Background: an optimization exercise with open tools, aiming at small area, a short achievable clock period and few clock cycles per item. Do not read the settings as production practice. At most, simulation tests tie the RTL to the original design; equivalence was not proved. Only the layout flow was run in runs 4 and 5; the RTL was not checked for function there. Power is estimated from default activity; no workload was simulated.

<file path="flow/run.sh">
#!/bin/bash
# The standard layout (standard.sh), with every port buffered by a
# sky130_fd_sc_hd__buf_1 instead of the cell buffer_ports picks by default,
# and clock tree synthesis without dummy loads.
set -euo pipefail
export BUFFER_PORTS_ARGS="-buffer_cell sky130_fd_sc_hd__buf_1"
export CTS_ARGS="-sink_clustering_enable -repair_clock_nets -buf_list sky130_fd_sc_hd__clkbuf_4 -dont_use_dummy_load"
bash standard.sh > standard.log 2>&1
</file>
<file path="standard.sh">
#!/bin/bash
# synth_recipe.tcl (not shown) runs the flow's synth.tcl, then flattens the netlist and writes it again
# the make line also repeats each setting of config.mk as NAME=value (left out here)
make -C /OpenROAD-flow-scripts/flow DESIGN_CONFIG=/design/flow/config.mk WORK_HOME=/design/flow/orfs CLKGATE_MAP_FILE= SYNTH_SCRIPT=/design/flow/synth_recipe.tcl "${@:-finish}"
</file>
<file path="config.mk">
export PLATFORM = sky130hd
export DESIGN_NAME = radio_mode_fsm
export DESIGN_NICKNAME = radio_mode_fsm
export VERILOG_FILES = /design/flow/design.v
export SDC_FILE = /design/flow/constraint.sdc
export NUM_CORES = 4
export LEC_CHECK = 0
export ABC_AREA = 1
export CAP_MARGIN = 20
export CORE_MARGIN = 2
export CORE_UTILIZATION = 47
export PLACE_DENSITY = 0.64
export SETUP_SLACK_MARGIN = 5.0
export SLEW_MARGIN = 20
</file>
<file path="constraint.sdc">
create_clock -name core_clock -period 8.0 [get_ports {clk}]
set_input_delay 1.6000 -clock core_clock [delete_from_list [all_inputs] [get_ports {clk}]]
set_output_delay 1.6000 -clock core_clock [all_outputs]
set_load 0.01 [all_outputs]
</file>
<file path="design.v">
module radio_mode_fsm #(
    parameter [7:0]  CHANNEL_RESET = 8'h0B,
    parameter [15:0] CCACFG_RESET  = 16'h0000
) (
    input  wire        clk,
    input  wire        rst,             
    input  wire        in_valid,
    output wire        in_ready,
    input  wire        in_kind,         
    input  wire [31:0] in_word,
    input  wire [31:0] in_arg,
    input  wire        in_abortable,    
    input  wire        in_ack_req,      
    input  wire [31:0] pool_handle,
    output wire        pool_take,
    output wire        rsp_valid,
    output wire [31:0] rsp_word,
    output wire        out_valid,
    output wire [31:0] out_w0,
    output wire [31:0] out_w1,
    output wire [1:0]  need,
    output reg  [7:0]  hw_channel,
    output reg  [15:0] hw_cca,
    output wire [7:0]  fault
);
    localparam [4:0] ST_DIS   = 5'b00_000, ST_SLEEP = 5'b00_001,
                     ST_WT    = 5'b01_000, ST_WRF   = 5'b01_001,
                     ST_RXH   = 5'b01_010, ST_RXF   = 5'b01_011,
                     ST_ED    = 5'b01_100, ST_CCA   = 5'b01_101,
                     ST_TXACK = 5'b10_000, ST_CCATX = 5'b10_001,
                     ST_TXF   = 5'b10_010, ST_RXACK = 5'b10_011,
                     ST_CC    = 5'b10_100;
    localparam [3:0] E_RXS  = 4'b0000, E_DIS  = 4'b0001,
                     E_AM0  = 4'b0010, E_AM1  = 4'b0011,
                     E_RXC0 = 4'b0100, E_RXC1 = 4'b0101,
                     E_TXC  = 4'b0110, E_TSG  = 4'b0111,
                     E_ACK0 = 4'b1000, E_ACK1 = 4'b1001,
                     E_ATO  = 4'b1010, E_TSR  = 4'b1011,
                     E_EDC  = 4'b1100, E_EDC1 = 4'b1101,   
                     E_CCA0 = 4'b1110, E_CCA1 = 4'b1111;
    localparam [2:0] R_TX = 3'd0, R_RX = 3'd1, R_ED = 3'd2, R_EDAB = 3'd3,
                     R_CCA = 3'd4, R_CCAAB = 3'd5;
    reg  [4:0]  state;
    reg         ts_granted;
    reg  [31:0] rx_buffer;
    reg         rx_none;             
    reg         pending_rx;
    reg         resume;
    reg         job_ack_req;
    reg  [31:0] job_frame;           
    reg  [7:0]  cfg_channel;
    reg         pending_channel;
    reg  [15:0] cfg_cca;
    reg         pending_cca;
    reg         cs_held;
    reg  [2:0]  fault_r;
    reg  [3:0]  evq [0:15];          
    reg  [4:0]  evq_tail;            
    reg  [3:0]  evq_head;
    reg  [4:0]  evq_count;           
    reg  [3:0]  evq_last;            
    reg         ed_held;             
    reg  [7:0]  energy;
    reg         ready_r;
    reg         ok_r;                
    reg         take_r;
    reg         rsp_v;
    reg  [3:0]  rsp_lo;
    reg  [3:0]  rsp_hi;
    reg         rec_v;
    reg  [2:0]  rec_type;
    reg  [7:0]  rec_lo;
    assign in_ready  = ready_r && ok_r;
    assign pool_take = take_r && ok_r;
    assign rsp_valid = rsp_v && ok_r;
    assign rsp_word  = {24'd0, rsp_hi, rsp_lo};
    assign out_valid = rec_v && ok_r;
    assign out_w0    = {5'b10000, rec_type, 16'd0, rec_lo};
    assign out_w1    = job_frame;
    assign need      = state[4:3];
    assign fault     = {5'd0, fault_r};
    wire sDIS   = state == ST_DIS;
    wire sSLEEP = state == ST_SLEEP;
    wire sWT    = state == ST_WT;
    wire sWRF   = state == ST_WRF;
    wire sRXH   = state == ST_RXH;
    wire sRXF   = state == ST_RXF;
    wire sED    = state == ST_ED;
    wire sCCA   = state == ST_CCA;
    wire sTXACK = state == ST_TXACK;
    wire sCCATX = state == ST_CCATX;
    wire sTXF   = state == ST_TXF;
    wire sRXACK = state == ST_RXACK;
    wire sCC    = state == ST_CC;
    wire recv   = sWRF || sRXH || sRXF || sTXACK;
    wire txfam  = sCCATX || sTXF || sRXACK;
    wire inset  = sSLEEP || sWT || sWRF;           
    wire probe_legal = recv || (sSLEEP && ts_granted) || (sWT && !resume && ts_granted);
    wire probe_res   = (sSLEEP && !ts_granted) || (sWT && !resume && !ts_granted);
    reg  [3:0] state_code;           
    always @* begin
        case (state)
            ST_DIS:   state_code = 4'd0;
            ST_SLEEP: state_code = 4'd1;
            ST_WT:    state_code = 4'd2;
            ST_WRF:   state_code = 4'd3;
            ST_RXH:   state_code = 4'd4;
            ST_RXF:   state_code = 4'd5;
            ST_TXACK: state_code = 4'd6;
            ST_CCATX: state_code = 4'd7;
            ST_TXF:   state_code = 4'd8;
            ST_RXACK: state_code = 4'd9;
            ST_ED:    state_code = 4'd10;
            ST_CCA:   state_code = 4'd11;
            default:  state_code = 4'd12;
        endcase
    end
    wire queued  = (evq_tail != 5'd0);   
    wire drain   = ok_r && !take_r && !cs_held && queued;
    wire last    = ({1'b0, evq_head} + 5'd1 == evq_tail);    
    wire [3:0] qcode = evq[evq_head];
    wire [7:0] opc = in_word[31:24];
    wire b0        = in_word[0];
    wire acc       = in_valid && ready_r && ok_r;
    wire acc_cmd   = acc && !in_kind;
    wire acc_ev    = acc && in_kind;
    wire [4:0] cop = opc[4:0];           
    wire c_CSE = acc_cmd && cop == 5'h0E;
    wire c_CSX = acc_cmd && cop == 5'h0F;
    wire [3:0] dcode = (opc[5] || opc[3]) ? {opc[5] && opc[0], opc[5] && !opc[0], opc[5], 1'b1}
                                          : {opc[2:0], b0};
    wire dev   = acc_ev && !cs_held;             
    wire enq   = acc_ev && cs_held;              
    wire qev   = drain || (c_CSX && queued);     
    wire evgo  = dev || qev;
    wire [3:0] ecode = (ready_r && in_kind) ? dcode : qcode;
    wire eb    = ecode[0];
    wire paired = (dcode[3:1] == 3'b001) || (dcode[3:1] == 3'b010) ||
                  (dcode[3:1] == 3'b110) || (dcode[3:1] == 3'b111);
    wire tsr_drop = evq_count != 5'd0 && evq_last == E_TSR && dcode != E_TSG;
    wire drop  = (dcode == E_ACK0) ||
                 (evq_count != 5'd0 && dcode[3:1] == evq_last[3:1] &&
                  (paired || dcode[0] == evq_last[0])) ||
                 tsr_drop;
    wire store = enq && !drop;
    wire d_EDC = dcode[3:1] == 3'b110;
    reg        e_erl;           
    reg        e_fresh;         
    reg        e_chg;           
    reg  [4:0] e_state;
    reg        e_into;          
    reg        e_ts_set, e_ts_clr;
    reg        e_res_set;
    reg        e_none_set;      
    reg        e_rec;
    reg  [2:0] e_rtype;
    reg  [1:0] e_lo;
    always @* begin
        e_erl = 1'b0; e_fresh = 1'b0; e_chg = 1'b0; e_state = state; e_into = 1'b0;
        e_ts_set = 1'b0; e_ts_clr = 1'b0; e_res_set = 1'b0; e_none_set = 1'b0;
        e_rec = 1'b0; e_rtype = R_TX; e_lo = 2'd0;
        case (ecode)
            E_RXS: begin
                e_chg = sWRF; e_state = ST_RXH;
            end
            E_DIS: begin
                e_chg = sDIS; e_state = ST_SLEEP; e_into = sDIS;
            end
            E_AM0: begin
                e_chg = sRXH; e_state = ST_WRF; e_into = sRXH;
            end
            E_AM1: begin
                e_chg = sRXH; e_state = ST_RXF;
            end
            E_RXC0: begin
                e_erl = sRXF; e_fresh = sRXF; e_into = sRXF;
                e_rec = sRXF; e_rtype = R_RX;
            end
            E_RXC1: begin
                e_chg = sRXF; e_state = ST_TXACK; e_none_set = sRXF;
                e_rec = sRXF; e_rtype = R_RX;
            end
            E_TXC: begin
                e_erl = sTXACK || (sTXF && !job_ack_req);
                e_into = e_erl;
                e_chg = sTXF && job_ack_req; e_state = ST_RXACK;
                e_rec = sTXF && !job_ack_req;
            end
            E_TSG: begin
                e_ts_set = 1'b1;
                e_erl = sWT && !resume && !pending_rx;
                e_chg = sWT && resume; e_state = ST_CC;
            end
            E_ACK1, E_ATO: begin
                e_erl = sRXACK; e_into = sRXACK;
                e_rec = sRXACK; e_lo = {ecode[1], 1'b0};
            end
            E_TSR: begin
                e_ts_clr = 1'b1;
                e_erl = recv || sED || sCCA || txfam;
                e_into = 1'b1;
                e_chg = sDIS || sCC; e_state = sDIS ? ST_SLEEP : ST_WT;
                e_res_set = sCC;
                e_rec = sED || sCCA || txfam;
                e_rtype = sED ? R_EDAB : sCCA ? R_CCAAB : R_TX;
                e_lo = {2{txfam}};
            end
            E_EDC, E_EDC1: begin
                e_erl = sED; e_into = sED;
                e_rec = sED; e_rtype = R_ED;
            end
            E_CCA0, E_CCA1: begin
                e_erl = sCCA || (sCCATX && eb); e_into = e_erl;
                e_chg = sCCATX && !eb; e_state = ST_TXF;
                e_rec = e_erl;
                e_rtype = sCCA ? R_CCA : R_TX;
                e_lo = {1'b0, eb};
            end
            default: ;       
        endcase
    end
    reg        k_erl;
    reg        k_chg;
    reg  [4:0] k_state;
    reg        k_into;
    reg        k_prx_clr, k_res_clr, k_none_clr;
    reg  [3:0] k_rsp;
    always @* begin
        k_erl = 1'b0; k_chg = 1'b0; k_state = state; k_into = 1'b0;
        k_prx_clr = 1'b0; k_res_clr = 1'b0; k_none_clr = 1'b0; k_rsp = 4'd1;
        case (cop)
            5'h01: begin                                         
                k_chg = (sWT && !resume) || sWRF || (sRXH && in_abortable);
                k_state = ST_DIS;
                k_prx_clr = k_chg; k_res_clr = k_chg;
                k_rsp = k_chg ? 4'd1 : 4'd2;
            end
            5'h02: begin                                         
                k_erl = sSLEEP || sCC || (sWT && resume);
                k_into = sCC;
                k_rsp = (k_erl || sWT || recv) ? 4'd1 : 4'd2;
            end
            5'h03: begin                                         
                k_chg = sWRF || sRXH || sRXF;
                k_state = b0 ? ST_CCATX : ST_TXF;
                k_rsp = k_chg ? 4'd1 : sWT ? 4'd4 : 4'd2;
            end
            5'h04, 5'h05, 5'h06: begin                           
                k_chg = probe_legal;
                k_state = cop[1] ? ST_CC : cop[0] ? ST_CCA : ST_ED;
                k_prx_clr = k_chg; k_res_clr = k_chg;
                k_rsp = probe_legal ? 4'd1 : probe_res ? 4'd4 : 4'd2;
            end
            5'h09: begin                                         
                k_chg = pending_rx && sWT;
                k_state = ts_granted ? ST_WRF : ST_WT;
                k_prx_clr = k_chg; k_none_clr = k_chg;
                k_rsp = k_chg ? 4'd9 : 4'd1;
            end
            default: ;
        endcase
    end
    wire pool_zero = (pool_handle == 32'd0);
    wire cmdq      = (cop == 5'h0F) && queued;   
    wire       ts_E    = e_ts_set ? 1'b1 : e_ts_clr ? 1'b0 : ts_granted;
    wire       bz_E    = rx_none || e_fresh;
    wire       none_E  = bz_E && pool_zero;
    wire [4:0] state_E = e_erl ? {4'b0100, !none_E && ts_E} : e_chg ? e_state : state;
    wire       rxn_E   = e_erl ? none_E : (e_none_set || rx_none);
    wire       prx_E   = e_erl ? none_E : pending_rx;
    wire       res_E   = e_res_set || (resume && !e_erl && !(e_chg && ecode == E_TSG));
    wire       take_E  = e_erl && bz_E;
    wire       none_K  = rx_none && pool_zero;
    wire [4:0] state_K = cmdq ? state_E :
                         k_erl ? {4'b0100, !none_K && ts_granted} : k_chg ? k_state : state;
    wire       rxn_K   = cmdq ? rxn_E : k_erl ? none_K : rx_none && !k_none_clr;
    wire       prx_K   = cmdq ? prx_E : k_erl ? none_K : pending_rx && !k_prx_clr;
    wire       res_K   = cmdq ? res_E : resume && !k_erl && !k_res_clr;
    wire       ts_K    = cmdq ? ts_E : ts_granted;
    wire       take_K  = cmdq ? take_E : k_erl && rx_none;
    wire       into_K  = cmdq ? e_into : k_into;
    wire       rec_K   = cmdq && e_rec;
    wire ev_now  = in_kind && !cs_held;          
    wire [4:0] n_state = acc ? (in_kind ? (cs_held ? state : state_E) : state_K)
                             : (drain ? state_E : state);
    wire n_rx_none     = acc ? (in_kind ? (cs_held ? rx_none : rxn_E) : rxn_K)
                             : (drain ? rxn_E : rx_none);
    wire n_pending_rx  = acc ? (in_kind ? (cs_held ? pending_rx : prx_E) : prx_K)
                             : (drain ? prx_E : pending_rx);
    wire n_resume      = acc ? (in_kind ? (cs_held ? resume : res_E) : res_K)
                             : (drain ? res_E : resume);
    wire n_ts          = acc ? (in_kind ? (cs_held ? ts_granted : ts_E) : ts_K)
                             : (drain ? ts_E : ts_granted);
    wire take          = acc ? (in_kind ? ev_now && take_E : take_K) : drain && take_E;
    wire into_set      = acc ? (in_kind ? ev_now && e_into : into_K) : drain && e_into;
    wire rec           = acc ? (in_kind ? ev_now && e_rec : rec_K) : drain && e_rec;
    wire n_cs = c_CSE ? 1'b1 : c_CSX ? 1'b0 : cs_held;
    wire c_CHU = acc_cmd && cop == 5'h0A;
    wire c_CCU = acc_cmd && cop == 5'h0B;
    wire upd_channel = (pending_channel && into_set) || (c_CHU && inset);
    wire upd_cca     = (pending_cca && into_set) || (c_CCU && inset);
    wire n_pending_channel = (pending_channel && !into_set) || (c_CHU && !inset);
    wire n_pending_cca     = (pending_cca && !into_set) || (c_CCU && !inset);
    wire [7:0] n_rec_lo = (e_rtype == R_ED) ? (dev ? in_word[7:0] : energy) : {6'd0, e_lo};
    wire [3:0] n_rsp_hi = (cop == 5'h08) ? state_code : 4'd0;
    wire z23_8 = (in_word[23:8] == 16'd0);
    wire z7_1  = (in_word[7:1] == 7'd0);
    reg        ev_ok;
    always @* begin
        case (opc)
            8'h40, 8'h43, 8'h45, 8'h48, 8'h60, 8'h61: ev_ok = z23_8 && z7_1 && !b0;
            8'h41, 8'h42, 8'h44, 8'h47:               ev_ok = z23_8 && z7_1;
            8'h46:                                    ev_ok = z23_8;
            default:                                  ev_ok = 1'b0;
        endcase
    end
    reg cmd_ok;
    always @* begin
        case (opc)
            8'h01, 8'h02, 8'h04, 8'h05, 8'h06, 8'h08, 8'h09, 8'h0A, 8'h0B,
            8'h0E, 8'h0F: cmd_ok = z23_8 && z7_1 && !b0;
            8'h03:        cmd_ok = z23_8 && z7_1;
            8'h10:        cmd_ok = z23_8;
            8'h11:        cmd_ok = in_word[23:16] == 8'd0;
            default:      cmd_ok = 1'b0;
        endcase
    end
    wire needs_cs = (opc >= 8'h01 && opc <= 8'h06) || (opc >= 8'h08 && opc <= 8'h0B);
    wire arg_zero = (in_arg == 32'd0);
    reg  [2:0] step_fault;
    always @* begin
        step_fault = 3'd0;
        if (in_kind) begin
            if (!ev_ok)
                step_fault = 3'd1;
            else if (cs_held && evq_count[4])
                step_fault = 3'd6;
        end else begin
            if (!cmd_ok)
                step_fault = 3'd1;
            else if ((opc == 8'h03 || opc == 8'h09) && arg_zero)
                step_fault = 3'd7;
            else if (needs_cs && !cs_held)
                step_fault = 3'd2;
            else if (opc == 8'h0E && cs_held)
                step_fault = 3'd3;
            else if (opc == 8'h0F && !cs_held)
                step_fault = 3'd4;
        end
    end
    wire faulting = acc && (step_fault != 3'd0);
    wire [4:0] n_tail = qev ? (last ? 5'd0 : evq_tail) : (store ? evq_tail + 5'd1 : evq_tail);
    wire n_ready = !take && (n_cs || n_tail == 5'd0);
    always @(posedge clk) begin
        if (rst) begin
            state           <= ST_SLEEP;
            ts_granted      <= 1'b0;
            rx_none         <= 1'b1;
            pending_rx      <= 1'b0;
            resume          <= 1'b0;
            cfg_channel     <= CHANNEL_RESET;
            hw_channel      <= CHANNEL_RESET;
            pending_channel <= 1'b0;
            cfg_cca         <= CCACFG_RESET;
            hw_cca          <= CCACFG_RESET;
            pending_cca     <= 1'b0;
            cs_held         <= 1'b0;
            fault_r         <= 3'd0;
            evq_tail        <= 5'd0;
            evq_head        <= 4'd0;
            evq_count       <= 5'd0;
            ed_held         <= 1'b0;
            ready_r         <= 1'b1;
            ok_r            <= 1'b1;
            take_r          <= 1'b0;
            rsp_v           <= 1'b0;
            rec_v           <= 1'b0;
        end else begin
            state           <= n_state;
            ts_granted      <= n_ts;
            rx_none         <= n_rx_none;
            pending_rx      <= n_pending_rx;
            resume          <= n_resume;
            pending_channel <= n_pending_channel;
            pending_cca     <= n_pending_cca;
            cs_held         <= n_cs;
            if (acc_cmd && cop == 5'h10)
                cfg_channel <= in_word[7:0];
            if (acc_cmd && cop == 5'h11)
                cfg_cca <= in_word[15:0];
            if (acc)
                fault_r <= step_fault;
            ready_r         <= n_ready;
            ok_r            <= ok_r && !faulting;
            take_r          <= take;
            rsp_v           <= acc_cmd;
            rec_v           <= rec;
            if (upd_channel)
                hw_channel <= cfg_channel;
            if (upd_cca)
                hw_cca <= cfg_cca;
            evq_tail <= n_tail;
            if (c_CSE) begin
                evq_count <= 5'd0;
                ed_held   <= 1'b0;
            end
            if (enq) begin
                evq_count <= evq_count + 5'd1;
                if (d_EDC)
                    ed_held <= 1'b1;
            end
            if (qev)
                evq_head <= last ? 4'd0 : evq_head + 4'd1;
        end
    end
    always @(posedge clk) begin
        if (acc_cmd && cop == 5'h03 && !txfam)
            job_ack_req <= in_ack_req;
        if (!txfam)
            job_frame <= (sED || sCCA) ? 32'd0 :
                         (sRXF && !(acc_cmd && cop == 5'h03)) ? rx_buffer : in_arg;
        rsp_lo      <= acc_cmd ? k_rsp : 4'd1;
        rsp_hi      <= n_rsp_hi;
        rec_type    <= e_rtype;
        rec_lo      <= n_rec_lo;
        if (rx_none || (evgo && e_fresh))
            rx_buffer <= (acc_cmd && cop == 5'h09) ? in_arg : pool_handle;
        if (enq && d_EDC && !ed_held)
            energy <= in_word[7:0];
        if (enq && !tsr_drop)
            evq_last <= dcode;
        if (store)
            evq[evq_tail[3:0]] <= dcode;
    end
endmodule
</file>
==> qor.txt, run 1 <==
Vias in the first global route: 10.5k
Setup slack, reg-to-reg: 5.20 ns
WHS Path Cells: 2
FF-to-FF End: hw_cca[3]$_SDFFE_PP0P_
Post-synth ARST share: 0
Worst-path fanout max: 8
Final Non-Filler Cells: 2096
Post-layout util: 0.568
P per Cell Area: 174 mW/mm2
DRT iter0 DRCs: 755
Max-slew headroom: 0.378
Total grt overflow: 0
Worst Path Required: 8.29 ns
Setup_tns: 0 ns
Top FF cell, synth: edfxtp_1
EDFF count, synth: 141
Startpoint types: input pin
Die area: 0.0276 mm2
Crit path DAT: 3.31 ns
Static Leakage: 6.01 nW
I/O Pins: 236
Critical path class: in2reg
Post-synthesis sequential area ratio: 0.514
Core area: 0.0259 mm2
Fin crit share: 0.377
Cell taking the most area after synthesis: edfxtp_1
Peak VDD IR: 122 uV
GPL Wtd Cong: 0.917
R2R depth: 20
Nets: 1870
Initial antenna violation count: 1
Routed WL: 34600 um
Latest clock arrival within the worst-skew pair: 0.67 ns
Place WS: 3.66 ns
Worst Hold End: hw_cca[4]$_SDFFE_PP0P_
Clock slew at reported path FFs: 0.05 ns
Syn_area_per_cell: 8.22 um2
Starting density of the core: 0.477
Maximum buffer depth of the clock tree: 3
Synthesis Warnings: 1
Largest net degree at the start of global routing: 65
Vias per cell: 5.25
IO Port Bufs: 185
DRC Markers: 0
First-pass GRT wire length: 53700 um
Filler instances: 2479
Clock Sinks: 247
Row count: 59
H-Tree Depth: 3
Setup Skew: 0.0779 ns
Minimum clock period: 3.02 ns
Clock root cell: clkbuf_4
Final hold viol count: 0
Share of cells above drive strength 1: 0.165
Yosys cell types: 51
TritonRoute pass-1 iters: 5
RSZ-0062 raised after global routing: true
Antenna Violating Nets Remaining: 0
Commonest non-fill, non-tap cell in the layout: nand2_1
Die height: 166 um
Worst-margin pin slew: 0.931 ns
Status: timing/DRC/antenna clean
Placed insts: 1980
Top post-synthesis cells by area: edfxtp_1, dfxtp_1, nand2_1
Final worst slack: 4.98 ns
Wire per inst: 16.5 um
Min-Delay Path Class: reg2reg
GRT Util Overall: 0.243
Max-cap violation count: 0
Fmax: 0.331 GHz
Hold Startpoint: cfg_cca[4]$_SDFFE_PP0P_
Highest-count cells in the layout ignoring fill and taps: nand2_1, buf_1, inv_1, edfxtp_1, nor2_1
Number of buffers created by CTS: 67
Post-synth top area share: 0.343
Chip width: 166 um
Detailed Place HPWL: 24200 um
Post-CTS Hold Buffers: 0
CTS tree: done
Post-Syn Area: 0.0124 mm2
Crit end category: flip-flop
Cells after Synth: 1503
#FFs+latches synth: 247
DR vias: 11.0k
Max Slew Vio Count: 0
Final setup fails: 0
Synth-to-layout area growth: 19.1%
-- what timing repair did --
action,in CTS,in global routing
pin swaps,2,48
setup endpoints to repair,231,183
gates resized for setup,54,98
setup buffers,15,28
gates cloned,1,3
-- critical path: stages --
cell     delay (ns)
buf_12         0.12
nor2_4         0.13
inv_4          0.06
o21ai_4        0.21
buf_6          0.14
nand2_4        0.04
o21ai_2        0.10
nand2_1        0.09
nor2_2         0.17
nand2_4        0.11
nor2_4         0.18
buf_6          0.14
inv_6          0.05
nor2_4         0.17
-- state kept, by name, summed over array words and instances (netlist names), 16 cells and up, named ones only --
| name | cells |
|---|---|
| hw_cca | 16 |
| evq | 64 |
| cfg_cca | 16 |
| job_frame | 32 |
| rx_buffer | 32 |
-- power by group --
group | internal (mW) | switching, mW
Combinational | 0.100 | 0.212
Clock | 0.381 | 0.449
Sequential | 1.40 | 0.0185
Total | 1.88 | 0.680
-- cells in the mapped netlist, types with 3 or more instances --
cell        n
buf_6       9
o21ai_0   128
nor4_1     16
o31ai_1     3
nand3_1   112
a31oi_1     4
clkbuf_1   31
edfxtp_1  141
nand2_4     3
a211oi_1    5
inv_2       8
xor2_1      5
dfxtp_1   106
o22ai_1     4
a21oi_1    90
nor2_1    174
a21oi_2    10
nor2_4      3
nand2_2    22
nor2_2      3
o21ai_1     4
buf_2       4
inv_1     174
o211ai_1    7
buf_4      53
nand4_1    18
nand2_1   306
nor3_1     21
ha_1        7
-- cell families (layout without fill, tap and decap cells) --
family / count (synthesis) / in the layout / synth area share
AND/OR/NAND/NOR: 687 / 688 / 0.243
buffers and inverters: 283 / 489 / 0.109
AO/OA/AOI/OAI: 268 / 269 / 0.119
flip-flops: 247 / 247 / 0.514
adder cells (fa/ha/maj): 7 / 7 / 0.00709
XOR/XNOR: 7 / 7 / 0.00496
other: 2 / 52 / 0.000608
multiplexers: 2 / 2 / 0.00162
-- per-layer routing --
metal	global-route usage	routed length [um]	vias to the layer above
met1	0.308	14900	5094
met2	0.412	16700	405
met4	0.0888	860	0
met3	0.0493	2250	59
li1	-	-	5439
met5	0	0	-
-- per-stage QoR --
| stage | hold slack (ns) | cell area [um2] | power [mW] |
|---|---|---|---|
| after floorplan | 0.429 | 12800 | 1.62 |
| after global placement | 0.440 | 13300 | 1.70 |
| after detailed placement | 0.446 | 13300 | 1.70 |
| after CTS | 0.409 | 14100 | 2.56 |
| after global routing | 0.439 | 14700 | 2.69 |
| final | 0.431 | 14700 | 2.56 |
-- worst max path at each step --
stage	from	end	cells past startpoint
after global placement	in_word[29]	rx_buffer[26]$_DFFE_PP_	12
after floorplan	in_word[27]	rx_buffer[0]$_DFFE_PP_	12
after detailed placement	in_word[29]	hw_cca[15]$_SDFFE_PP0P_	17
final	in_word[27]	evq[7][3]$_DFFE_PP_	14
after global routing	in_word[27]	ready_r$_SDFF_PP1_	18
after CTS	in_word[29]	hw_cca[3]$_SDFFE_PP0P_	17
-- cell type report --
class                   count  area (um2)  area share
diodes                      2        5.00    0.000340
well taps                 335         419      0.0285
clock buffers              67         503      0.0342
inverters                 184         731      0.0497
multi-input cells        1023        5460       0.371
repair buffers            236        1220      0.0827
repair inverters            2        10.0    0.000680
flip-flops and latches    247        6360       0.433
Testbench counts, summed over its fixed seeds: cycles 33,341, items 32,000.
==> run 2: changes to the inputs <==
--- a/config.mk
+++ b/config.mk
@@ -8,7 +8,8 @@
 export ABC_AREA = 1
 export CAP_MARGIN = 20
 export CORE_MARGIN = 2
-export CORE_UTILIZATION = 47
-export PLACE_DENSITY = 0.64
+export CORE_UTILIZATION = 45
+export CTS_BUF_LIST = sky130_fd_sc_hd__clkbuf_4
+export PLACE_DENSITY = 0.62
 export SETUP_SLACK_MARGIN = 5.0
 export SLEW_MARGIN = 20
==> qor.txt, run 2 <==
Vias per cell: 5.23
Synthesis Warnings: 1
Clock root cell: clkbuf_4
Fmax: 0.333 GHz
Die area: 0.0288 mm2
Crit path max-delay family: simple AND/OR/NAND/NOR gates
DP Area: 0.0133 mm2
Final instance area: 0.0145 mm2
Post-Syn Area: 0.0124 mm2
Detailed Place HPWL: 23900 um
Fin crit share: 0.375
Critical path class: in2reg
EDFF count, synth: 141
Total grt overflow: 0
Post-synthesis sequential area ratio: 0.514
Worst-margin pin slew: 0.983 ns
Initial antenna violation count: 2
Minimum clock period: 3.00 ns
CTS tree: done
RSZ-0062 raised after global routing: true
WP buf/inv: 4
DR vias: 11.0k
#FFs+latches synth: 247
Number of buffers created by CTS: 68
Static Leakage: 5.95 nW
Setup Skew: 0.0738 ns
Top post-synthesis cells by area: edfxtp_1, dfxtp_1, nand2_1
Crit path DAT: 3.58 ns
Commonest non-fill, non-tap cell in the layout: nand2_1
Peak VDD IR: 116 uV
Post-CTS Hold Buffers: 0
First-pass GRT wire length: 53800 um
Synth-to-layout area growth: 17.8%
Clock slew at reported path FFs: 0.06 ns
Nets: 1862
Routed WL: 34900 um
Crit-path slowest cell: a21oi_4
Status: timing/DRC/antenna clean
Most common library cells after synthesis: nand2_1, inv_1, nor2_1
DRC Markers: 0
Setup_tns: 0 ns
Cell taking the most area after synthesis: edfxtp_1
Leading cell type by number of instances after synthesis: nand2_1
Crit end category: flip-flop
TritonRoute pass-1 iters: 7
H-Tree Depth: 3
Max Slew Vio Count: 0
Core area: 0.0270 mm2
Post-synth top area share: 0.343
Chip width: 170 um
Startpoint types: input pin
Final hold viol count: 0
Max FFs per register: 64
DRT iter0 DRCs: 724
Max-slew headroom: 0.344
Filler instances: 2594
Cells after Synth: 1503
Clock Sinks: 247
Setup slack, reg-to-reg: 5.18 ns
GPL Wtd Cong: 0.952
Largest net degree at the start of global routing: 65
Top FF cell, synth: edfxtp_1
Share of cells above drive strength 1: 0.159
P per Cell Area: 176 mW/mm2
IO Port Bufs: 185
Post-synth ARST share: 0
Antenna Violating Nets Remaining: 0
Latest clock arrival within the worst-skew pair: 0.67 ns
Highest-count cells in the layout ignoring fill and taps: nand2_1, buf_1, inv_1, edfxtp_1, nor2_1
Die height: 170 um
Final setup fails: 0
GRT Util Overall: 0.239
Worst Path Required: 8.58 ns
Vias in the first global route: 10.4k
I/O Pins: 236
Min-Delay Path Class: reg2reg
Yosys cell types: 51
Maximum buffer depth of the clock tree: 3
Worst-path fanout max: 11
Slowest stage delay, CP: 0.35 ns
CP Cell Sequence: buf_1 -> nand2_1 -> inv_1 -> a21oi_4 -> inv_2 -> nand2_2 -> o31ai_4 -> nand3_4 -> buf_6 -> nand3_1 -> a21oi_2
Max-cap violation count: 0
Wire per inst: 16.7 um
Starting density of the core: 0.458
Row count: 60
Syn_area_per_cell: 8.22 um2
## run 2: where the power goes
group	leakage (nW)	switching, mW	internal [mW]
registers	2.20	0.0184	1.40
clock network	0.313	0.455	0.386
logic	3.43	0.210	0.0894
## run 2: cells by family after synthesis
family | Yosys count | synth area share
simple gates | 687 | 0.243
buf+inv | 283 | 0.109
compound gates | 268 | 0.119
flops | 247 | 0.514
fa+ha+maj | 7 | 0.00709
xor+xnor | 7 | 0.00496
other cells | 2 | 0.000608
mux | 2 | 0.00162
## run 2: worst reg2reg max path, delay by kind of cell (launching register included)
kind            cells  cell delay [ns]
buf+inv             4             0.77
flops               1             0.32
simple gates       12             1.53
compound gates      1             0.14
## run 2: area by class of cell
class                      count  area, um2  share of cell area
clock buffer                  68        510              0.0351
antenna                        3       7.51            0.000516
multi-input combinational   1024       5430               0.373
inverter                     184        723              0.0497
tap                          341        427              0.0293
timing repair inverter         2       7.51            0.000516
timing repair buffer         226       1080              0.0742
sequential                   247       6360               0.437
## run 2: final timing paths
check | to | start | cells past startpoint
min reg2reg | hw_cca[5]$_SDFFE_PP0P_ | cfg_cca[5]$_SDFFE_PP0P_ | 2
min | hw_cca[5]$_SDFFE_PP0P_ | cfg_cca[5]$_SDFFE_PP0P_ | 2
max | hw_cca[9]$_SDFFE_PP0P_ | in_valid | 11
max reg2reg | hw_cca[9]$_SDFFE_PP0P_ | flip-flop | 17
## run 2: routing by layer
layer  GRT usage  up-vias  wire [um]
met5           0        -          0
met4      0.0795        0        776
met3      0.0506       72       2460
met2       0.397      428      16600
met1       0.312     5033      15000
li1            -     5424          -
## run 2: stage by stage
stage	utilization	std cells	setup WS (ns)	total power [mW]	hold slack (ns)
2_1_floorplan	-	1551	4.27	1.62	0.429
6_report	0.540	2095	5.00	2.56	0.435
5_1_grt	0.540	2095	4.86	2.68	0.427
3_3_place_gp	0.492	1984	3.54	1.70	0.443
3_5_place_dp	0.492	1984	3.49	1.70	0.448
4_1_cts	0.529	2080	4.99	2.58	0.414
## run 2: what timing repair did
| action | in CTS | in global routing |
|---|---|---|
| buffers inserted | 23 | 12 |
| resized for setup | 69 | 59 |
| gates cloned | 5 | 0 |
| pin swaps | 15 | 22 |
| endpoints found under the setup margin | 233 | 182 |
==> run 3: changes to the inputs <==
==> flow/run.sh (replaced) <==
#!/bin/bash
# The standard layout (standard.sh), with every port buffered by a
# sky130_fd_sc_hd__buf_1 instead of the cell buffer_ports picks by default,
# and clock tree synthesis without dummy loads.
set -euo pipefail
export BUFFER_PORTS_ARGS="-buffer_cell sky130_fd_sc_hd__buf_1"
export CTS_ARGS="-sink_clustering_enable -repair_clock_nets -buf_list sky130_fd_sc_hd__clkbuf_8 -dont_use_dummy_load"
bash standard.sh > standard.log 2>&1
--- a/config.mk
+++ b/config.mk
@@ -9,7 +9,6 @@
 export CAP_MARGIN = 20
 export CORE_MARGIN = 2
 export CORE_UTILIZATION = 45
-export CTS_BUF_LIST = sky130_fd_sc_hd__clkbuf_4
 export PLACE_DENSITY = 0.62
 export SETUP_SLACK_MARGIN = 5.0
 export SLEW_MARGIN = 20
==> qor.txt, run 3 <==
Status: timing/DRC/antenna clean
RSZ-0062 raised after global routing: true
Fmax: 0.323 GHz
Hold WS: 0.454 ns
N_diodes: 0
Post-synth ARST share: 0
Worst-path fanout max: 7
Post-CTS Hold Buffers: 0
P per Cell Area: 175 mW/mm2
Antenna Violating Nets Remaining: 0
Highest-count cells in the layout ignoring fill and taps: nand2_1, buf_1, inv_1, edfxtp_1, nor2_1
Peak VDD IR: 143 uV
Fin crit share: 0.387
DRT iter0 DRCs: 737
Setup_tns: 0 ns
CTS tree: done
Setup Skew: 0.0367 ns
Clock root cell: clkbuf_8
Max-cap violation count: 0
#FFs+latches synth: 247
Latest clock arrival within the worst-skew pair: 0.55 ns
Number of buffers created by CTS: 44
TritonRoute pass-1 iters: 6
Synth-to-layout area growth: 23.8%
Static Leakage: 6.18 nW
First-pass GRT wire length: 54100 um
EDFF count, synth: 141
Largest net degree at the start of global routing: 65
Worst Path Required: 8.40 ns
Top FF cell, synth: edfxtp_1
Max FFs per register: 64
Minimum clock period: 3.10 ns
Critical path class: in2reg
Leading cell type by number of instances after synthesis: nand2_1
Max Slew Vio Count: 0
Row count: 60
Routed WL: 35500 um
Initial antenna violation count: 0
Share of cells above drive strength 1: 0.205
Clock slew at reported path FFs: 0.06 ns
Crit end category: flip-flop
Final hold viol count: 0
Vias in the first global route: 10.3k
Maximum buffer depth of the clock tree: 3
Post-Syn Area: 0.0124 mm2
Cell taking the most area after synthesis: edfxtp_1
Top post-synthesis cells by area: edfxtp_1, dfxtp_1, nand2_1
Final instance area: 0.0153 mm2
Synthesis Warnings: 1
Post-synth top area share: 0.343
IO Port Bufs: 185
Worst-margin pin slew: 0.961 ns
Syn_area_per_cell: 8.22 um2
I/O Pins: 236
Nets: 1864
Starting density of the core: 0.458
Total grt overflow: 0
Clock Sinks: 247
Most common library cells after synthesis: nand2_1, inv_1, nor2_1
GPL Wtd Cong: 0.952
Startpoint types: input pin
Crit path DAT: 3.49 ns
H-Tree Depth: 2
Max-slew headroom: 0.359
Commonest non-fill, non-tap cell in the layout: nand2_1
Die area: 0.0288 mm2
Min-Delay Path Class: reg2reg
Yosys cell types: 51
Die height: 170 um
DRC Markers: 0
DP Area: 0.0133 mm2
Core area: 0.0270 mm2
GRT Util Overall: 0.239
Final setup fails: 0
Chip width: 170 um
Detailed Place HPWL: 23900 um
Cells after Synth: 1503
Vias per cell: 5.27
Overall Power: 2.68 mW
Wire per inst: 17.0 um
DR vias: 11.0k
Post-synthesis sequential area ratio: 0.514
==> run 3: power by group <==
part	internal [mW]	switching (mW)	total (mW)
clock network	0.483	0.450	0.933
logic	0.105	0.224	0.329
registers	1.40	0.0186	1.42
==> run 3: cells by family after synthesis <==
group	after synthesis	synth area share
other cells	2	0.000608
xor+xnor	7	0.00496
buf+inv	283	0.109
flops	247	0.514
compound gates	268	0.119
mux	2	0.00162
fa+ha+maj	7	0.00709
simple gates	687	0.243
==> run 3: path summary, 6_finish.rpt <==
check                                                  from                          to  slack [ns]  cells past startpoint
worst max-delay path                            in_word[27]      hw_cca[9]$_SDFFE_PP0P_        4.90                     11
worst max register to register                    flip-flop      hw_cca[9]$_SDFFE_PP0P_        5.14                     19
worst min-delay path            cfg_channel[7]$_SDFFE_PP0P_  hw_channel[7]$_SDFFE_PP0P_        0.45                      2
worst min register to register  cfg_channel[7]$_SDFFE_PP0P_  hw_channel[7]$_SDFFE_PP0P_        0.45                      2
==> run 3: stage by stage <==
step | cells | util | setup slack [ns]
after floorplan | 1551 | - | 4.27
after global placement | 1984 | 0.492 | 3.54
after detailed placement | 1984 | 0.492 | 3.49
after CTS | 2073 | 0.543 | 4.93
after global routing | 2094 | 0.568 | 4.79
final | 2094 | 0.568 | 4.90
==> run 3: layout make-up <==
type / instances / area, um2
tap: 341 / 427
fill: 2507 / 11700
clock buffer: 44 / 606
multi-input combinational: 1025 / 5830
inverter: 184 / 741
timing repair buffer: 251 / 1330
timing repair inverter: 2 / 7.51
sequential: 247 / 6360
==> run 3: repair_timing <==
item                                    CTS  global route
gates cloned                              5             1
pin swaps                                26            66
resized for setup                       110           149
endpoints found under the setup margin  231           173
buffers inserted                         40            20
==> run 3: critical path: stages <==
cell	delay, ns
buf_12	0.11
buf_4	0.13
nor2_2	0.17
nand2_1	0.20
nor2_4	0.18
inv_2	0.09
o31ai_4	0.37
nand3_4	0.27
buf_6	0.22
nand3_1	0.09
a21oi_2	0.07
==> run 3: metal layers <==
| layer | GRT usage | part of all wire | up-vias |
|---|---|---|---|
| met5 | 0 | 0 | - |
| met4 | 0.0754 | 0.025 | 0 |
| met3 | 0.0364 | 0.062 | 69 |
| met1 | 0.314 | 0.43 | 5116 |
| li1 | - | - | 5400 |
| met2 | 0.406 | 0.48 | 447 |
==> run 4: changes to the inputs <==
--- a/design.v
+++ b/design.v
@@ -70,7 +70,7 @@
     reg         rec_v;
     reg  [2:0]  rec_type;
     reg  [7:0]  rec_lo;
-    assign in_ready  = ready_r && ok_r;
+    assign in_ready  = ready_r && ok_r && !take_r;
     assign pool_take = take_r && ok_r;
     assign rsp_valid = rsp_v && ok_r;
     assign rsp_word  = {24'd0, rsp_hi, rsp_lo};
@@ -121,7 +121,7 @@
     wire [3:0] qcode = evq[evq_head];
     wire [7:0] opc = in_word[31:24];
     wire b0        = in_word[0];
-    wire acc       = in_valid && ready_r && ok_r;
+    wire acc       = in_valid && ready_r && ok_r && !take_r;
     wire acc_cmd   = acc && !in_kind;
     wire acc_ev    = acc && in_kind;
     wire [4:0] cop = opc[4:0];           
@@ -350,7 +350,7 @@
     end
     wire faulting = acc && (step_fault != 3'd0);
     wire [4:0] n_tail = qev ? (last ? 5'd0 : evq_tail) : (store ? evq_tail + 5'd1 : evq_tail);
-    wire n_ready = !take && (n_cs || n_tail == 5'd0);
+    wire n_ready = n_cs || n_tail == 5'd0;
     always @(posedge clk) begin
         if (rst) begin
             state           <= ST_SLEEP;
==> flow/run.sh (replaced) <==
#!/bin/bash
# The standard layout (standard.sh), with every port buffered by a
# sky130_fd_sc_hd__buf_1 instead of the cell buffer_ports picks by default,
# and clock tree synthesis without dummy loads.
set -euo pipefail
export BUFFER_PORTS_ARGS="-buffer_cell sky130_fd_sc_hd__buf_1"
export CTS_ARGS="-sink_clustering_enable -repair_clock_nets -buf_list sky130_fd_sc_hd__clkbuf_4 -dont_use_dummy_load"
bash standard.sh > standard.log 2>&1
--- a/config.mk
+++ b/config.mk
@@ -9,6 +9,7 @@
 export CAP_MARGIN = 20
 export CORE_MARGIN = 2
 export CORE_UTILIZATION = 45
+export CTS_BUF_LIST = sky130_fd_sc_hd__clkbuf_4
 export PLACE_DENSITY = 0.62
 export SETUP_SLACK_MARGIN = 5.0
 export SLEW_MARGIN = 20
==> qor.txt, run 4 <==
Filler instances: 2592
Vias in the first global route: 10.2k
Die height: 170 um
Final Non-Filler Cells: 2049
Post-synthesis sequential area ratio: 0.514
Highest-count cells in the layout ignoring fill and taps: nand2_1, buf_1, edfxtp_1, nor2_1, nand3_1
Setup_tns: 0 ns
Fin crit share: 0.376
Levels on crit path: 14
Maximum buffer depth of the clock tree: 3
Total grt overflow: 0
Vias per cell: 5.31
FF-to-FF End: rx_buffer[1]$_DFFE_PP_
Placed insts: 1930
Worst-margin pin slew: 0.695 ns
DRC Markers: 0
Final worst slack: 5.00 ns
DR vias: 10.9k
Max FFs per register: 64
Post-CTS Hold Buffers: 0
EDFF count, synth: 141
R2R Path Start: state[0]$_SDFFE_PP1P_
Die area: 0.0288 mm2
Leading cell type by number of instances after synthesis: nand2_1
Routed WL: 34800 um
Clock slew at reported path FFs: 0.06 ns
Post-synth ARST share: 0
Status: timing/DRC/antenna clean
TritonRoute pass-1 iters: 5
Antenna Violating Nets Remaining: 0
Worst-path fanout max: 6
Nets: 1818
DRT iter0 DRCs: 593
Most common library cells after synthesis: nand2_1, nor2_1, edfxtp_1
Hold Startpoint: cfg_cca[9]$_SDFFE_PP0P_
WHS Path Cells: 2
Syn_area_per_cell: 8.53 um2
Min-Delay Path Class: reg2reg
Crit path max-delay family: simple AND/OR/NAND/NOR gates
Place WS: 3.48 ns
CP Cell Sequence: buf_12 -> inv_16 -> nand2_8 -> o21ai_4 -> inv_2 -> nand2_2 -> nand2_4 -> nor2_4 -> nand4_1 -> nand2_2 -> inv_2 -> a31oi_4 -> buf_12 -> buf_16
Crit path from: in_word[27]
GPL Wtd Cong: 0.959
Core area: 0.0270 mm2
Max-cap violation count: 0
Sequential power share: 0.546
Comb pwr share: 0.134
R2R depth: 10
Detailed Place HPWL: 23800 um
Slowest stage delay, CP: 0.23 ns
I/O Pins: 236
Top post-synthesis cells by area: edfxtp_1, dfxtp_1, nand2_1
Share of cells above drive strength 1: 0.178
Crit end category: flip-flop
Initial antenna violation count: 1
Worst Path Required: 8.31 ns
Starting density of the core: 0.458
RSZ-0062 raised after global routing: true
Clock Sinks: 247
Synthesis Warnings: 1
Crit path DAT: 3.32 ns
Number of buffers created by CTS: 68
Wire per inst: 17.0 um
Sw Ratio: 0.270
Startpoint types: input pin
Overall Power: 2.62 mW
Max-slew headroom: 0.536
Row count: 60
Max Slew Vio Count: 0
Commonest non-fill, non-tap cell in the layout: nand2_1
DP Area: 0.0134 mm2
Final hold viol count: 0
Synth-to-layout area growth: 19.4%
CTS tree: done
Top FF cell, synth: edfxtp_1
Final instance area: 0.0148 mm2
Net Switching: 0.706 mW
Setup slack, reg-to-reg: 5.15 ns
Crit-path slowest cell: o21ai_4
#FFs+latches synth: 247
H-Tree Depth: 3
GRT Util Overall: 0.234
Worst Hold End: hw_cca[9]$_SDFFE_PP0P_
WP buf/inv: 6
Fmax: 0.333 GHz
Cell taking the most area after synthesis: edfxtp_1
Peak VDD IR: 96.0 uV
Cells after Synth: 1448
Post-Syn Area: 0.0124 mm2
Register Area: 0.00636 mm2
Chip width: 170 um
Final setup fails: 0
P per Cell Area: 177 mW/mm2
Yosys cell types: 53
Clock share of power: 0.320
Multi-input logic area: 0.00559 mm2
Latest clock arrival within the worst-skew pair: 0.67 ns
IO Port Bufs: 185
Static Leakage: 5.97 nW
Internal Power: 1.91 mW
First-pass GRT wire length: 53200 um
Minimum clock period: 3.00 ns
Setup Skew: 0.0785 ns
Largest net degree at the start of global routing: 65
Post-synth top area share: 0.343
Critical path class: in2reg
Clock root cell: clkbuf_4
[run 4: changes by cell type after synthesis, moves of 4 or more]
| cell | before | now |
|---|---|---|
| inv_1 | 174 | 134 |
| o21ai_0 | 128 | 83 |
| nand2_4 | 3 | 8 |
| a21oi_1 | 90 | 62 |
| a211oi_1 | 5 | 39 |
| xor2_1 | 5 | 9 |
| nand3_1 | 112 | 124 |
| inv_2 | 8 | 4 |
| nor3_1 | 21 | 17 |
[run 4: area by class of cell]
| class | count | area share |
|---|---|---|
| inverter | 140 | 0.0404 |
| multi-input combinational | 1015 | 0.379 |
| timing repair buffer | 236 | 0.0854 |
| clock buffer | 68 | 0.0346 |
| sequential | 247 | 0.431 |
| tap | 341 | 0.0289 |
| antenna | 1 | 0.000170 |
| timing repair inverter | 1 | 0.000254 |
[run 4: worst max path at each step]
stage	slack (ns)	end
after floorplan	4.29	rx_buffer[0]$_DFFE_PP_
after global placement	3.28	rx_buffer[26]$_DFFE_PP_
after detailed placement	3.48	rx_buffer[23]$_DFFE_PP_
after CTS	4.95	rx_buffer[14]$_DFFE_PP_
after global routing	4.90	hw_cca[11]$_SDFFE_PP0P_
final	5.00	rx_buffer[1]$_DFFE_PP_
[run 4: worst reg2reg max path: cells and delay by family, from the launching register on]
kind | cells | cell delay [ns]
AND/OR/NAND/NOR | 4 | 0.93
AO/OA/AOI/OAI | 1 | 0.16
buffers and inverters | 5 | 0.91
flip-flops | 1 | 0.52
[run 4: metrics by stage]
step	hold slack [ns]	util
floorplan	0.429	-
global placement	0.444	0.497
detailed placement	0.444	0.498
CTS	0.449	0.530
global route	0.474	0.548
finish	0.445	0.548
[run 4: layer usage]
metal,part of all wire,wire length (um),track usage
met2,0.47,16300,0.379
met1,0.44,15200,0.311
met4,0.028,986,0.0899
met3,0.067,2310,0.0466
met5,0,0,0
[run 4: power by group through the flow]
| stage | clock network, mW | logic [mW] | registers (mW) |
|---|---|---|---|
| 2_1_floorplan | 0 | 0.191 | 1.46 |
| 3_3_place_gp | 0 | 0.282 | 1.45 |
| 3_5_place_dp | 0 | 0.287 | 1.45 |
| 4_1_cts | 0.869 | 0.316 | 1.43 |
| 5_1_grt | 0.922 | 0.381 | 1.43 |
| 6_report | 0.837 | 0.350 | 1.43 |
[run 4: cells by family after synthesis]
| kind of cell | after synthesis | synth area share |
|---|---|---|
| xor gates and xnor gates | 13 | 0.00922 |
| buffers and inverters | 238 | 0.0966 |
| AOI/OAI and AO/OA | 229 | 0.111 |
| and+or+nand+nor | 710 | 0.259 |
| muxes | 2 | 0.00162 |
| DFF | 247 | 0.514 |
| adders and majority gates | 7 | 0.00709 |
| other | 2 | 0.000608 |
[run 4: repair_timing]
item                                    CTS  global route
cloned                                    4             3
buffers inserted                         18            24
gates resized for setup                  40            63
endpoints found under the setup margin  227           157
pin swaps                                 9            29
==> run 5: changes to the inputs <==
--- a/config.mk
+++ b/config.mk
@@ -8,8 +8,7 @@
 export ABC_AREA = 1
 export CAP_MARGIN = 20
 export CORE_MARGIN = 2
-export CORE_UTILIZATION = 45
-export CTS_BUF_LIST = sky130_fd_sc_hd__clkbuf_4
-export PLACE_DENSITY = 0.62
+export CORE_UTILIZATION = 50
+export PLACE_DENSITY = 0.65
 export SETUP_SLACK_MARGIN = 5.0
 export SLEW_MARGIN = 20
==> qor.txt, run 5 <==
Status: timing/DRC/antenna clean
Post-synth ARST share: 0
CTS tree: done
EDFF count, synth: 141
Cells after Synth: 1448
Maximum buffer depth of the clock tree: 3
RSZ-0062 raised after global routing: true
Leading cell type by number of instances after synthesis: nand2_1
Yosys cell types: 53
Worst-margin pin slew: 0.913 ns
Core area: 0.0243 mm2
Crit path max-delay family: simple AND/OR/NAND/NOR gates
Clock slew at reported path FFs: 0.06 ns
Most common library cells after synthesis: nand2_1, nor2_1, edfxtp_1
Nets: 1827
Max Slew Vio Count: 0
Clock Sinks: 247
WP buf/inv: 3
Max FFs per register: 64
DRC Markers: 0
Overall Power: 2.62 mW
I/O Pins: 236
Peak VDD IR: 100 uV
Setup_tns: 0 ns
Share of cells above drive strength 1: 0.189
Worst-path fanout max: 9
First-pass GRT wire length: 52800 um
Clock root cell: clkbuf_4
GPL Wtd Cong: 0.925
Synth-to-layout area growth: 21.1%
Initial antenna violation count: 1
Clock share of power: 0.320
Setup Skew: 0.0759 ns
Sequential power share: 0.545
Setup slack, reg-to-reg: 5.08 ns
Fin crit share: 0.379
Detailed Place HPWL: 23300 um
Cell taking the most area after synthesis: edfxtp_1
Wire per inst: 16.8 um
Largest net degree at the start of global routing: 65
CP Cell Sequence: clkbuf_4 -> nand2_8 -> nand3_1 -> nand2_4 -> buf_4 -> nor2_4 -> nand3_1 -> nand2_2 -> nor2_4 -> nand3_4 -> nand3_4 -> buf_12 -> nand2_8 -> nand2_2 -> a21oi_2
Hold WS: 0.454 ns
Sw Ratio: 0.271
Vias per cell: 5.36
Net Switching: 0.711 mW
Post-synthesis sequential area ratio: 0.514
Crit end category: flip-flop
Antenna Violating Nets Remaining: 0
Final hold viol count: 0
Internal Power: 1.91 mW
Starting density of the core: 0.508
#FFs+latches synth: 247
Commonest non-fill, non-tap cell in the layout: nand2_1
H-Tree Depth: 3
Row count: 57
DRT iter0 DRCs: 732
Crit-path slowest cell: nand3_1
Place WS: 3.53 ns
Total grt overflow: 0
TritonRoute pass-1 iters: 5
Top FF cell, synth: edfxtp_1
FF-to-FF End: hw_cca[3]$_SDFFE_PP0P_
Die height: 161 um
Vias in the first global route: 10.4k
Max-cap violation count: 0
Final setup fails: 0
Critical path class: in2reg
Post-synth top area share: 0.343
Worst Hold End: hw_channel[7]$_SDFFE_PP0P_
Static Leakage: 6.05 nW
DR vias: 10.9k
Routed WL: 34400 um
Syn_area_per_cell: 8.53 um2
Post-Syn Area: 0.0124 mm2
Hold Startpoint: cfg_channel[7]$_SDFFE_PP0P_
Filler instances: 2195
P per Cell Area: 175 mW/mm2
Final worst slack: 4.97 ns
GRT Util Overall: 0.256
Top post-synthesis cells by area: edfxtp_1, dfxtp_1, nand2_1
Slowest stage delay, CP: 0.22 ns
R2R depth: 18
Startpoint types: input pin
Worst Path Required: 8.55 ns
Highest-count cells in the layout ignoring fill and taps: nand2_1, buf_1, edfxtp_1, nor2_1, inv_1
Die area: 0.0260 mm2
Comb pwr share: 0.135
Chip width: 161 um
Latest clock arrival within the worst-skew pair: 0.68 ns
Fmax: 0.330 GHz
Minimum clock period: 3.03 ns
Number of buffers created by CTS: 68
Max-slew headroom: 0.390
Synthesis Warnings: 1
WHS Path Cells: 2
Crit path DAT: 3.59 ns
Min-Delay Path Class: reg2reg
IO Port Bufs: 185
==> run 5: changes by cell type in the layout (fill, tap and decap cells not counted), moves of 3 or more <==
cell     delta
a21oi_1     -3
a21oi_2     +3
buf_4       +5
buf_6       +5
dfxtp_2     -3
inv_4       -4
nand2_1     -8
nand2_2     +5
nand2_8     +5
nor2_2      -7
nor2_4      +8
==> run 5: what timing repair did <==
item,CTS,global route
gates cloned,4,3
setup endpoints to repair,215,176
buffers inserted,24,28
pin swaps,10,35
gates resized for setup,42,98
hold buffers,0,0
==> run 5: how the worst max path moves through the flow <==
stage | start | endpoint | slack, ns | cells after the start
floorplan | in_word[27] | rx_buffer[0]$_DFFE_PP_ | 4.29 | 11
global placement | in_word[29] | rx_buffer[15]$_DFFE_PP_ | 3.28 | 11
detailed placement | in_word[29] | rx_buffer[15]$_DFFE_PP_ | 3.53 | 12
CTS | in_word[27] | hw_cca[9]$_SDFFE_PP0P_ | 4.90 | 17
global route | in_word[27] | hw_cca[3]$_SDFFE_PP0P_ | 4.94 | 18
finish | in_kind | hw_cca[3]$_SDFFE_PP0P_ | 4.97 | 15
==> run 5: stage by stage <==
stage	utilization	cells	cell area, um2
floorplan	-	1496	12900
global placement	0.549	1912	13400
global route	0.615	2041	15000
finish	0.615	2042	15000
CTS	0.587	2009	14300
detailed placement	0.551	1913	13400
==> run 5: area by class of cell <==
cell class	count	area (um2)	area share
Antenna cell	2	5.00	0.000334
Inverter	140	603	0.0403
Clock buffer	68	510	0.0341
Timing Repair inverter	1	3.75	0.000251
Sequential cell	247	6360	0.425
Tap cell	324	405	0.0271
Multi-Input combinational cell	1016	5750	0.384
Timing Repair Buffer	244	1330	0.0885
==> run 5: worst register-to-register path: stages, from the launching register on <==
cell and delay, ns:
dfxtp_2 0.58, inv_4 0.17, nand3_1 0.13, nand3_1 0.10, nand2_1 0.10, nand2_1 0.08
nand3_1 0.23, nand2_4 0.12, buf_4 0.16, nor2_4 0.16, nand3_1 0.13, nand2_2 0.10
nor2_4 0.04, nand3_4 0.11, nand3_4 0.16, buf_12 0.17, nand2_8 0.09, nand2_2 0.07
a21oi_2 0.14
==> run 5: per-layer routing <==
metal | up-vias | wire length, um | GRT usage
met4 | 0 | 834 | 0.0913
met5 | - | 0 | 0
met3 | 76 | 2170 | 0.0514
met2 | 412 | 16700 | 0.425
li1 | 5357 | - | -
met1 | 5093 | 14600 | 0.334
==> run 5: cell families after synthesis <==
logic type | synth area share
and+or+nand+nor | 0.259
DFF | 0.514
buffers and inverters | 0.0966
AOI/OAI and AO/OA | 0.111
xor gates and xnor gates | 0.00922
adders and majority gates | 0.00709
other | 0.000608
muxes | 0.00162
==> run 5: power by group through the flow <==
| stage | sequential, mW | combinational [mW] | clock, mW |
|---|---|---|---|
| after floorplan | 1.46 | 0.191 | 0 |
| after global placement | 1.45 | 0.279 | 0 |
| after detailed placement | 1.45 | 0.285 | 0 |
| after CTS | 1.43 | 0.316 | 0.864 |
| after global routing | 1.43 | 0.385 | 0.919 |
| final | 1.43 | 0.353 | 0.839 |

## separate check: timing with driven ports
Ports are ideal in the flow. The routed layouts listed here were re-timed in OpenROAD.
Step 1, drivers: a clkbuf_16 drives clk and a buf_2 each remaining input, both assumed.
Step 2 times the ports against the registers' clock, not the clock port: input delays grow and output delays shrink by t, the midpoint of the rising clock arrivals with the driver on.
Three values: ideal ports, drivers, drivers and shift; two values: the first two.
run | t, ns | setup slack, ns | worst setup path after step 2 | clock arrival spread, ns
run 1 | 0.671 | 4.983 / 4.970 / 4.298 | input to register | 0.086 / 0.087
run 2 | 0.674 | 4.997 / 5.008 / 4.334 | input to register | 0.074 / 0.074
run 3 | 0.574 | 4.905 / 4.889 / 4.315 | input to register | 0.037 / 0.036
run 4 | 0.680 | 4.996 / 4.969 / 4.289 | input to register | 0.078 / 0.079
run 5 | 0.691 | 4.965 / 4.960 / 4.269 | input to register | 0.086 / 0.086
After both steps every run listed still meets setup and hold. The setup slack of run 4, which loses most, moves by -0.027 ns with the drivers and by -0.707 ns with both steps.
